This design comes from an exercise in tuning for small area and a short achievable clock period on the open sky130 flow, not from production work.
Where RTL was checked, it was by simulation tests only, not by an equivalence proof against the original.
Power is estimated from default activity; no workload was simulated.

Design srve_fc420, start of the top module:
module srve_fc420 (
    input  wire       clk,
    input  wire       rst,
    input  wire [6:0] cfg_w,
    input  wire       in_valid,
    input  wire [7:0] in_r,
    input  wire [7:0] in_g,
    input  wire [7:0] in_b,
    output reg        y_valid,
    output reg  [7:0] y_data,
    output reg        c_valid,
    output reg  [7:0] u_data,
    output reg  [7:0] v_data
);
    wire ya_s1;
    wire ya_c2;
    wire ya_s3;
    wire ya_c4;
    wire ya_s5;
    wire ya_c6;
    wire ya_s7;
    wire ya_c8;
    wire ya_s9;
    wire ya_c10;
    wire ya_s11;
    wire ya_c12;
    wire ya_s13;
    wire ya_c14;
    wire ya_s15;
    wire ya_c16;
    wire ya_s17;
    wire ya_c18;
    wire ya_s19;
    wire ya_c20;
    wire ya_s21;
    wire ya_c22;
    wire ya_s23;
    wire ya_c24;
    wire ya_s25;
    wire ya_c26;
    wire ya_s27;
    wire ya_c28;
    wire ya_s29;
    wire ya_c30;
    wire ya_s31;
    wire ya_c32;
    wire ya_s33;
    wire ya_c34;
    wire ya_s35;
    wire ya_c36;
    wire ya_s37;
    wire ya_c38;
    wire ya_s39;
    wire ya_c40;
    wire ya_s41;
    wire ya_c42;
    wire ya_s43;
    wire ya_c44;
    wire ya_s45;
    wire ya_c46;
    wire ya_s47;
    wire ya_c48;
    wire ya_s49;
    wire ya_c50;
    wire ya_s51;
    wire ya_c52;
    wire ya_s53;
    wire ya_c54;
    wire ya_s55;
    wire ya_c56;
    wire ya_s57;
    wire ya_c58;
    wire ya_s59;
    wire ya_c60;
    wire ya_s61;
    wire ya_c62;
    wire ya_s63;
    wire ya_c64;
    wire ya_s65;
    wire ya_c66;
    wire ya_s67;
    wire ya_c68;
    wire ya_s69;
    wire ya_c70;
    wire ya_s71;
    wire ya_c72;
    wire ya_s73;
    wire ya_c74;
    wire ya_s75;
    wire ya_c76;
    wire ya_s77;
    wire ya_c78;
    wire ya_s79;
    wire ya_c80;
    wire ya_s81;
    wire ya_c82;
    wire ya_s83;
    wire ya_c84;
    wire ya_s85;
    wire ya_c86;
    wire ya_s87;
    wire ya_c88;
  ...
For scale: about 1200 flip-flops, roughly 60 I/O pins.
Settings: LEC_CHECK=0, CAP_MARGIN=20, CORE_MARGIN=2, CORE_UTILIZATION=65, CTS_CLUSTER_DIAMETER=60, CTS_CLUSTER_SIZE=20, SLEW_MARGIN=20; clock period 10.0 ns.
standard.sh (not shown) runs the stock make flow with config.mk's settings and CLKGATE_MAP_FILE= SYNTH_SCRIPT=/design/flow/synth_recipe.tcl, a recipe that flattens the netlist after the stock synthesis.
==> flow/flow/run.sh <==
#!/bin/bash
set -euo pipefail
bash standard.sh synth > synth.log 2>&1
bash standard.sh SETUP_SLACK_MARGIN=6.8 'BUFFER_PORTS_ARGS=-buffer_cell sky130_fd_sc_hd__buf_4' finish > layout.log 2>&1
Change:
Settings changed: CORE_UTILIZATION 65 to 55, CTS_CLUSTER_DIAMETER 60 to 80, CTS_CLUSTER_SIZE 20 to 24.
The new run finished clean.
Utilization fell by 12 points.
Worst setup slack improves by 0.014 ns.
Worst hold slack improved by 0.0067 ns.
Total power came out lower by a few percent.
Final area stays flat.
Area after synthesis stays the same.
Die area rose by about a fifth.
Maximum frequency increases slightly.
First-iteration DRC count went up slightly.

========
## v19
Another version of the RTL of srve_fc420 (not shown whole).
Size: ~3600 cells after synthesis, about 1200 flip-flops.
make LEC_CHECK=0 CAP_MARGIN=20 CORE_MARGIN=2 CORE_UTILIZATION=40 SLEW_MARGIN=20 finish   # period 10.0 ns
run.sh (not shown) runs the stock make flow with config.mk's settings and CLKGATE_MAP_FILE= SYNTH_SCRIPT=/design/flow/synth_recipe.tcl, a recipe that flattens the netlist after the stock synthesis.
Stock flow here: none of the scripts above is used.
Relative to v19, the following input files were edited for v38:
Settings: putting CTS_CLUSTER_SIZE at 30 where nothing was set; swapping 40 for 55 in CORE_UTILIZATION; putting CTS_CLUSTER_DIAMETER at 80 where nothing was set.
==> flow/flow/run.sh (new file) <==
#!/bin/bash
set -euo pipefail
bash standard.sh synth > synth.log 2>&1
bash standard.sh SETUP_SLACK_MARGIN=6.8 'BUFFER_PORTS_ARGS=-buffer_cell sky130_fd_sc_hd__buf_4' finish > layout.log 2>&1
==> flow/standard.sh (new file) <==
#!/bin/bash
# synth_recipe.tcl (not shown) runs the flow's synth.tcl, then flattens the netlist and writes it again
# the make line also repeats each setting of config.mk as NAME=value (left out here)
make -C /OpenROAD-flow-scripts/flow DESIGN_CONFIG=/design/flow/config.mk WORK_HOME=/design/flow/orfs CLKGATE_MAP_FILE= SYNTH_SCRIPT=/design/flow/synth_recipe.tcl "${@:-finish}"
removed: flow/run.sh
--- outcome ---
Clock skew after layout came out lower on v38 than on v19. In the metrics for v19 and v38, the one carrying the higher non-clock buffer count is v38. Delta (v38 minus v19): combinational power share rose by 6.0 points; clock power share fell by 8.7 points; routed wire length rose by 3500 um; first-pass GRT wire length rose by 1.8%. Run comparison: v38 end point of the critical path ag[8]$_DFFE_PP_; v19 end point of the critical path ar[8]$_DFFE_PP_.
Changes in v21 relative to v38:
Settings: removing CTS_CLUSTER_DIAMETER (formerly 80); changing CORE_UTILIZATION from 55 to 40; removing CTS_CLUSTER_SIZE (formerly 30).
### Flow results
v21 against v38: achievable clock frequency now larger; global-route wire length before repair now larger; number of buffer cells added on primary ports comparable; met2 wire length now smaller. v21 vs. v38: switching share of power went down by 1.7 points. v38 reports its origin of the worst setup path as oh[14]$_SDFFE_PP0P_ while v21 reports oh[17]$_SDFFE_PP0P_.
Function was not checked in any run of this note: the RTL went through the layout flow alone.

[static timing again, ports no longer ideal]
The flow's constraints put no driver on any port. The routed layouts listed below were extracted and timed again, unchanged, in two steps. Step 1 sets driving cells, clkbuf_16 on the clock port and buf_2 on the other inputs (assumed; they add their load-dependent delay and slew). Step 2 adds t to the input delays and takes it off the output delays; t is the mean of the earliest and latest rising clock arrival at the registers after step 1. Input paths then give back, and output paths get back, about the clock's delay inside the block. a / b / c = no drivers / after step 1 / after step 2; a / b = the first two.
run	shift t [ns]	setup WS [ns]	hold slack, ns	worst data-port slew with drivers (ns)
the first run of note 1	0.711	6.727 / 6.727 / 6.485	0.392 / 0.392 / 0.392	0.05
the second run of note 1	0.766	6.741 / 6.741 / 6.466	0.399 / 0.399 / 0.399	0.04
v19	0.814	6.031 / 6.031 / 6.002	0.430 / 0.430 / 0.430	0.04
v38	0.790	6.728 / 6.728 / 6.443	0.423 / 0.423 / 0.423	0.05
v21	0.843	6.739 / 6.692 / 6.494	0.424 / 0.424 / 0.424	0.04
After both steps setup and hold are still met in every run listed. For v38, which loses most, drivers alone change the setup slack by 0.000 ns; drivers and shift together by -0.285 ns.
